What follows belongs to an exercise in optimizing a design on an open flow for small area, a short achievable clock period and few clock cycles; a production flow would make more cautious choices.
Only simulation tests tie the RTL to the original design; equivalence was not proved.
Power figures rest on the tool's default switching activity, not on a simulated workload.

===== design/flow/config.mk =====
export PLATFORM = sky130hd
export DESIGN_NAME = pae_a_decoder
export DESIGN_NICKNAME = pae_a_decoder
export VERILOG_FILES = /design/flow/design.v
export SDC_FILE = /design/flow/constraint.sdc
export NUM_CORES = 4
export LEC_CHECK = 0
export CAP_MARGIN = 20
export CORE_MARGIN = 2
export CORE_UTILIZATION = 40
export PLACE_DENSITY = 0.6
export SLEW_MARGIN = 20

===== design/flow/constraint.sdc =====
create_clock -name core_clock -period 8.0 [get_ports {clk}]
set_input_delay 1.6000 -clock core_clock [delete_from_list [all_inputs] [get_ports {clk}]]
set_output_delay 1.6000 -clock core_clock [all_outputs]
set_load 0.01 [all_outputs]

===== design/flow/design.v =====
module pae_a_decoder (
    input  wire       clk,
    input  wire       rst,
    input  wire       start,
    output wire       busy,
    output wire       done,
    output reg  [3:0] err,
    output reg  [3:0] width,
    output reg        order,
    output reg  [1:0] mode,
    input  wire       in_valid,
    input  wire [7:0] in_data,
    input  wire       in_last,
    output wire       in_ready,
    output wire       out_valid,
    output wire [7:0] out_data,
    input  wire       out_ready
);
    localparam [3:0] E_NONE       = 4'd0,
                     E_INV_SIZE   = 4'd6,
                     E_NON_SQUARE = 4'd7,
                     E_RUN_OVF    = 4'd8,
                     E_DATA_OVF   = 4'd9,
                     E_TRUNC      = 4'd10;
    localparam [3:0] S_IDLE   = 4'd0,
                     S_HDR    = 4'd1,    
                     S_ORDER  = 4'd2,    
                     S_PSTART = 4'd3,    
                     S_PREFIX = 4'd4,    
                     S_OFFSET = 4'd5,    
                     S_FILL   = 4'd6,    
                     S_DATA0  = 4'd7,    
                     S_DATA1  = 4'd8,    
                     S_MODE0  = 4'd9,
                     S_MODE1  = 4'd10,
                     S_DRAIN  = 4'd11,   
                     S_DONE   = 4'd12;
    reg [3:0]  state;
    reg [7:0]  cur_byte;
    reg [3:0]  bits_left;
    reg        cur_last;
    reg        plane;           
    reg [12:0] npairs;          
    reg [12:0] pcnt;            
    reg [3:0]  cls;             
    reg [4:0]  obits;           
    reg [15:0] oval;            
    reg [16:0] run_left;        
    reg [7:0]  hdr;
    reg [3:0]  hcnt;
    reg        dhi;             
    reg [5:0]  pack_sr;         
    reg [1:0]  pack_cnt;
    reg [7:0]  obuf;
    reg        ofull;
    wire bit_state = (state == S_HDR)    || (state == S_ORDER)  ||
                     (state == S_PSTART) || (state == S_PREFIX) ||
                     (state == S_OFFSET) || (state == S_DATA0)  ||
                     (state == S_DATA1)  || (state == S_MODE0)  ||
                     (state == S_MODE1);
    wire have_bit  = (bits_left != 4'd0);
    wire cur_bit   = cur_byte[7];
    wire can_push  = !ofull || out_ready;
    wire take_bit  = bit_state && have_bit &&
                     ((state != S_DATA1) || can_push);
    assign in_ready  = bit_state && !have_bit && !cur_last;
    assign out_valid = ofull;
    assign out_data  = obuf;
    assign busy      = (state != S_IDLE) && (state != S_DONE);
    assign done      = (state == S_DONE);
    reg        push;
    reg [1:0]  push_val;
    wire [15:0] oval_next = {oval[14:0], cur_bit};
    wire [16:0] base_len  = (17'd2 << cls) - 17'd1;
    wire [16:0] run_len   = base_len + {1'b0, oval_next};
    wire [17:0] run_end   = {5'd0, pcnt} + {1'b0, run_len};
    wire [12:0] pcnt_inc  = pcnt + 13'd1;
    wire        plane_full_next = (pcnt_inc == npairs);
    wire [3:0]  hw = hdr[6:3];
    wire [3:0]  hh = {hdr[2:0], cur_bit};
    wire [7:0]  wsq = hw * hw;
    always @(*) begin
        push     = 1'b0;
        push_val = 2'd0;
        if (state == S_FILL && can_push) begin
            push = 1'b1;
        end else if (state == S_DATA1 && take_bit && {dhi, cur_bit} != 2'd0) begin
            push     = 1'b1;
            push_val = {dhi, cur_bit};
        end
    end
    always @(posedge clk) begin
        if (rst) begin
            state     <= S_IDLE;
            bits_left <= 4'd0;
            cur_last  <= 1'b0;
            ofull     <= 1'b0;
            pack_cnt  <= 2'd0;
            err       <= E_NONE;
        end else begin
            if (ofull && out_ready)
                ofull <= 1'b0;
            if (in_ready && in_valid) begin
                cur_byte  <= in_data;
                bits_left <= 4'd8;
                cur_last  <= in_last;
            end
            if (take_bit) begin
                cur_byte  <= {cur_byte[6:0], 1'b0};
                bits_left <= bits_left - 4'd1;
            end
            if (push) begin
                if (pack_cnt == 2'd3) begin
                    obuf     <= {pack_sr, push_val};
                    ofull    <= 1'b1;
                    pack_cnt <= 2'd0;
                end else begin
                    pack_sr  <= {pack_sr[3:0], push_val};
                    pack_cnt <= pack_cnt + 2'd1;
                end
            end
            if (bit_state && !have_bit && cur_last) begin
                err   <= E_TRUNC;
                state <= S_DRAIN;
            end
            case (state)
            S_IDLE, S_DONE: begin
                if (start) begin
                    state     <= S_HDR;
                    hcnt      <= 4'd0;
                    bits_left <= 4'd0;
                    cur_last  <= 1'b0;
                    pack_cnt  <= 2'd0;
                    plane     <= 1'b0;
                    err       <= E_NONE;
                    mode      <= 2'd0;
                end else begin
                    state <= S_IDLE;
                end
            end
            S_HDR: if (take_bit) begin
                hdr  <= {hdr[6:0], cur_bit};
                hcnt <= hcnt + 4'd1;
                if (hcnt == 4'd7) begin
                    width  <= hw;
                    npairs <= {wsq, 5'd0};
                    if (hw != hh) begin
                        err   <= E_NON_SQUARE;
                        state <= S_DRAIN;
                    end else if (hw == 4'd0) begin
                        err   <= E_INV_SIZE;
                        state <= S_DRAIN;
                    end else begin
                        state <= S_ORDER;
                    end
                end
            end
            S_ORDER: if (take_bit) begin
                order <= cur_bit;
                state <= S_PSTART;
            end
            S_PSTART: if (take_bit) begin
                pcnt  <= 13'd0;
                cls   <= 4'd0;
                state <= cur_bit ? S_DATA0 : S_PREFIX;
            end
            S_PREFIX: if (take_bit) begin
                if (cur_bit) begin
                    if (cls == 4'd15) begin
                        err   <= E_RUN_OVF;
                        state <= S_DRAIN;
                    end else begin
                        cls <= cls + 4'd1;
                    end
                end else begin
                    obits <= {1'b0, cls} + 5'd1;
                    oval  <= 16'd0;
                    state <= S_OFFSET;
                end
            end
            S_OFFSET: if (take_bit) begin
                oval  <= oval_next;
                obits <= obits - 5'd1;
                if (obits == 5'd1) begin
                    if (run_end > {5'd0, npairs}) begin
                        err   <= E_DATA_OVF;
                        state <= S_DRAIN;
                    end else begin
                        run_left <= run_len;
                        state    <= S_FILL;
                    end
                end
            end
            S_FILL: if (can_push) begin
                pcnt     <= pcnt_inc;
                run_left <= run_left - 17'd1;
                if (plane_full_next) begin
                    state <= plane ? S_DRAIN : S_MODE0;
                end else if (run_left == 17'd1) begin
                    state <= S_DATA0;
                end
            end
            S_DATA0: if (take_bit) begin
                dhi   <= cur_bit;
                state <= S_DATA1;
            end
            S_DATA1: if (take_bit) begin
                if ({dhi, cur_bit} == 2'd0) begin
                    cls   <= 4'd0;
                    state <= S_PREFIX;
                end else begin
                    pcnt <= pcnt_inc;
                    if (plane_full_next)
                        state <= plane ? S_DRAIN : S_MODE0;
                    else
                        state <= S_DATA0;
                end
            end
            S_MODE0: if (take_bit) begin
                plane <= 1'b1;
                if (cur_bit) begin
                    state <= S_MODE1;
                end else begin
                    mode  <= 2'd0;
                    state <= S_PSTART;
                end
            end
            S_MODE1: if (take_bit) begin
                mode  <= {1'b0, cur_bit} + 2'd1;
                state <= S_PSTART;
            end
            S_DRAIN: begin
                if (!ofull || out_ready)
                    state <= S_DONE;
            end
            default: state <= S_IDLE;
            endcase
        end
    end
endmodule

===== design/flow/run.sh =====
#!/bin/bash
# synth_recipe.tcl (not shown) runs the flow's synth.tcl, then flattens the netlist and writes it again
# the make line also repeats each setting of config.mk as NAME=value (left out here)
make -C /OpenROAD-flow-scripts/flow DESIGN_CONFIG=/design/flow/config.mk WORK_HOME=/design/flow/orfs CLKGATE_MAP_FILE= SYNTH_SCRIPT=/design/flow/synth_recipe.tcl finish

==> run notes <==
## cell usage in the layout, fill, tap and decap left out, types with 7 or more instances in the layout
| cell | Yosys | routed |
|---|---|---|
| and2_1 | 8 | 8 |
| and3_1 | 12 | 12 |
| nand3_1 | 31 | 31 |
| nor4_1 | 15 | 14 |
| nor3b_1 | 7 | 7 |
| ha_1 | 69 | 69 |
| inv_1 | 73 | 73 |
| nor2b_1 | 13 | 13 |
| nand2b_1 | 16 | 16 |
| clkbuf_16 | 0 | 17 |
| nand2_1 | 88 | 88 |
| clkdlybuf4s50_1 | 0 | 36 |
| a21o_1 | 13 | 13 |
| o21ai_0 | 42 | 42 |
| nor2_1 | 112 | 112 |
| edfxtp_1 | 102 | 102 |
| xor2_1 | 27 | 27 |
| xnor2_1 | 29 | 29 |
| a31oi_1 | 11 | 11 |
| o31ai_1 | 8 | 8 |
| a21oi_1 | 55 | 55 |
| dfxtp_1 | 16 | 16 |
| nor3_1 | 24 | 24 |
| o21a_1 | 9 | 9 |
| nand4_1 | 10 | 10 |
## routing by layer
metal  GRT usage [%]  part of all wire [%]  wire [um]
met5               0                     0          0
met4            7.90                   3.0        602
met3            3.53                   4.7        961
met2            29.4                    45       9130
met1            26.4                    48       9680
## state kept, by name, summed over array words and instances, names as in the netlist
name,cells
bits_left,4
cls,4
cur_byte,8
cur_last,1
dhi,1
err,4
hcnt,4
hdr,7
mode,2
npairs,6
obits,5
obuf,8
ofull,1
order,1
oval,15
pack_cnt,2
pack_sr,6
pcnt,13
plane,1
run_left,17
state,4
width,4
## kinds of logic after synthesis
| family | Yosys count | synth area share (%) |
|---|---|---|
| AO/OA/AOI/OAI | 199 | 15.8 |
| AND/OR/NAND/NOR | 368 | 21.5 |
| multiplexers | 1 | 0.120 |
| flip-flops | 118 | 40.5 |
| buffers and inverters | 105 | 4.89 |
| adder cells (fa/ha/maj) | 71 | 10.8 |
| XOR/XNOR | 58 | 6.40 |
## layout make-up
type	instances	area (um2)
Multi-Input combinational cell	697	4580
Fill cell	1939	10800
Inverter	73	274
Tap cell	270	338
Clock inverter	15	205
Timing Repair Buffer	42	405
Clock buffer	17	425
Sequential cell	118	3380
## where the power goes
group          switching [mW]  internal [mW]
combinational          0.0507         0.0310
clock                   0.296          0.523
sequential            0.00505          0.668
total                   0.351           1.22
## worst min-delay path by stage
stage	startpoint	end	slack, ps
floorplan	pack_sr[4]	obuf[6]	400
global placement	pack_sr[4]	obuf[6]	400
detailed placement	pack_sr[4]	obuf[6]	420
CTS	pack_sr[5]	obuf[7]	430
global route	pack_sr[5]	obuf[7]	450
finish	pack_sr[5]	obuf[7]	430
==> metrics.cfg <==
[placement]
place_ws_ps=1510
hpwlAfterDp_mm=15.1
place_area_um2=8980
gp_congestion=0.887
place_inst=1200
port_buffers=36

[detailed_routing]
drt-total-wl_mm=20.4
wire_per_inst_um=16.5
drc=0
num_vias=6837
drt_first_pass_iters=6
avgViaCountPerCell=5.55
postRouteAntennaNets=0
drtIter0Drc=709

[yosys]
async_flop_share_pct=0
synth_flop_cell=edfxtp_1
syn_inst=920
ys_seq_elements=118
syn_area_um2=8360
synth_area_leaders=edfxtp_1, ha_1, nor2_1
synth_area_per_cell_um2=9.09
syn_nets=1005
yosysWarnings=1
ys_types=75
synth_most_common_cell=nor2_1
synth-edff-count=102
synthTopCellsByCount=nor2_1, edfxtp_1, nand2_1, inv_1, ha_1
netlist.area_leader.share_pct=36.6
synth_seq_area_share_pct=40.5
synth_top_area_cell=edfxtp_1

[clock_network]
cts_sinks=118
cts_resized=0
root_buffer=clkbuf_16
h-tree-depth=4
path_clk_slew_ps=60
cts_buffer_depth=2
cts_buffers=17
hold_buffers=0
tritoncts=done
clk_latency_ps=420
postCtsSetupRepairBufs=0

[worst_setup_path]
arrival_ps=6660
required_ps=8110
r2r_end=run_left[1]
endpoint=run_left[1]
cp_max_fo=17
path_delay_family=compound AO/OA/AOI/OAI gates
rr_worst_depth=27
critPathKind=reg -> reg
path_depth=27
start_kind=flip-flop
timing.rr.start=cls[0]
rrSetupSlack_ps=1450
cp_slowest_cell=edfxtp_1
end_kind=flip-flop
cpPeakStageDelay_ps=470
critPathBufInv=3
crit_start=cls[0]

[floorplan]
die_area_um2=22100
die_h_um=149
floorplan.initialDensity_pct=41.1
die_x_um=149
core-area_um2=20400
io-pin-count=37
rows=52

[timing]
hold_slack_ps=428
finClkSkew_ps=7.77
slew_viol_final=0
tightestPinTransition_ps=1070
max_freq_ghz=0.153
setup_tns_ps=0
fin_ws_ps=1450
rsz0062_at_grt=no
finalSetupViolations=0
hold_viol=0
max_slew_margin_pct=28.2
post-route-period-util_pct=81.9
finalCriticalPeriod_ps=6550

[final_layout]
utilization_pct=47.2
num-nets-final=1034
antenna_cells=0
final_cells=1232
drive_gt1_share_pct=6.34
stdcell_area_um2=9610
syn2layout_area_growth_pct=14.9

[flow_run]
max-cap-violations=0

[global_routing]
antenna_found_initial=0
grt_pass1_vias=6542
grt_max_degree=28
gr-usage-all-layers_pct=19.0
grt_remaining_overflow=0
grt_pass1_wl_mm=33.4

[power]
ir_drop_mv=0.161
power_mw=1.57
leakage_nw=3.83
p_per_area_nw_per_um2=164

[hold_path]
hold_class=reg -> reg
min_delay_path_depth=0

[outcome]
status=complete, no violations

Testbench counts, summed over its fixed seeds: cycles 256,059.

static timing again, ports no longer ideal:
The results above use ideal ports. As a check the final layout listed here was re-extracted and re-timed, cells and wires unchanged. Step 1, drivers: a clkbuf_16 drives clk and a buf_2 each remaining input, both assumed. Step 2 moves the port delays by t, midway between the first and last clock arrival at a register: inputs arrive t later, outputs are due t later. That takes back most of the time a late clock gives input paths. Slacks: ideal ports / drivers / drivers and shift; pairs: ideal ports / drivers.
t, ns: 0.462
setup slack, ns: 1.449 / 1.449 / 1.449
worst hold slack (ns): 0.428 / 0.428 / 0.428
slew at the worst register clock pin (ns): 0.06 / 0.06
cell pins on the clock port's net: 1
After both steps setup and hold are still met in this run. The setup slack of this run moves by 0.000 ns with the drivers and by 0.000 ns with both steps.
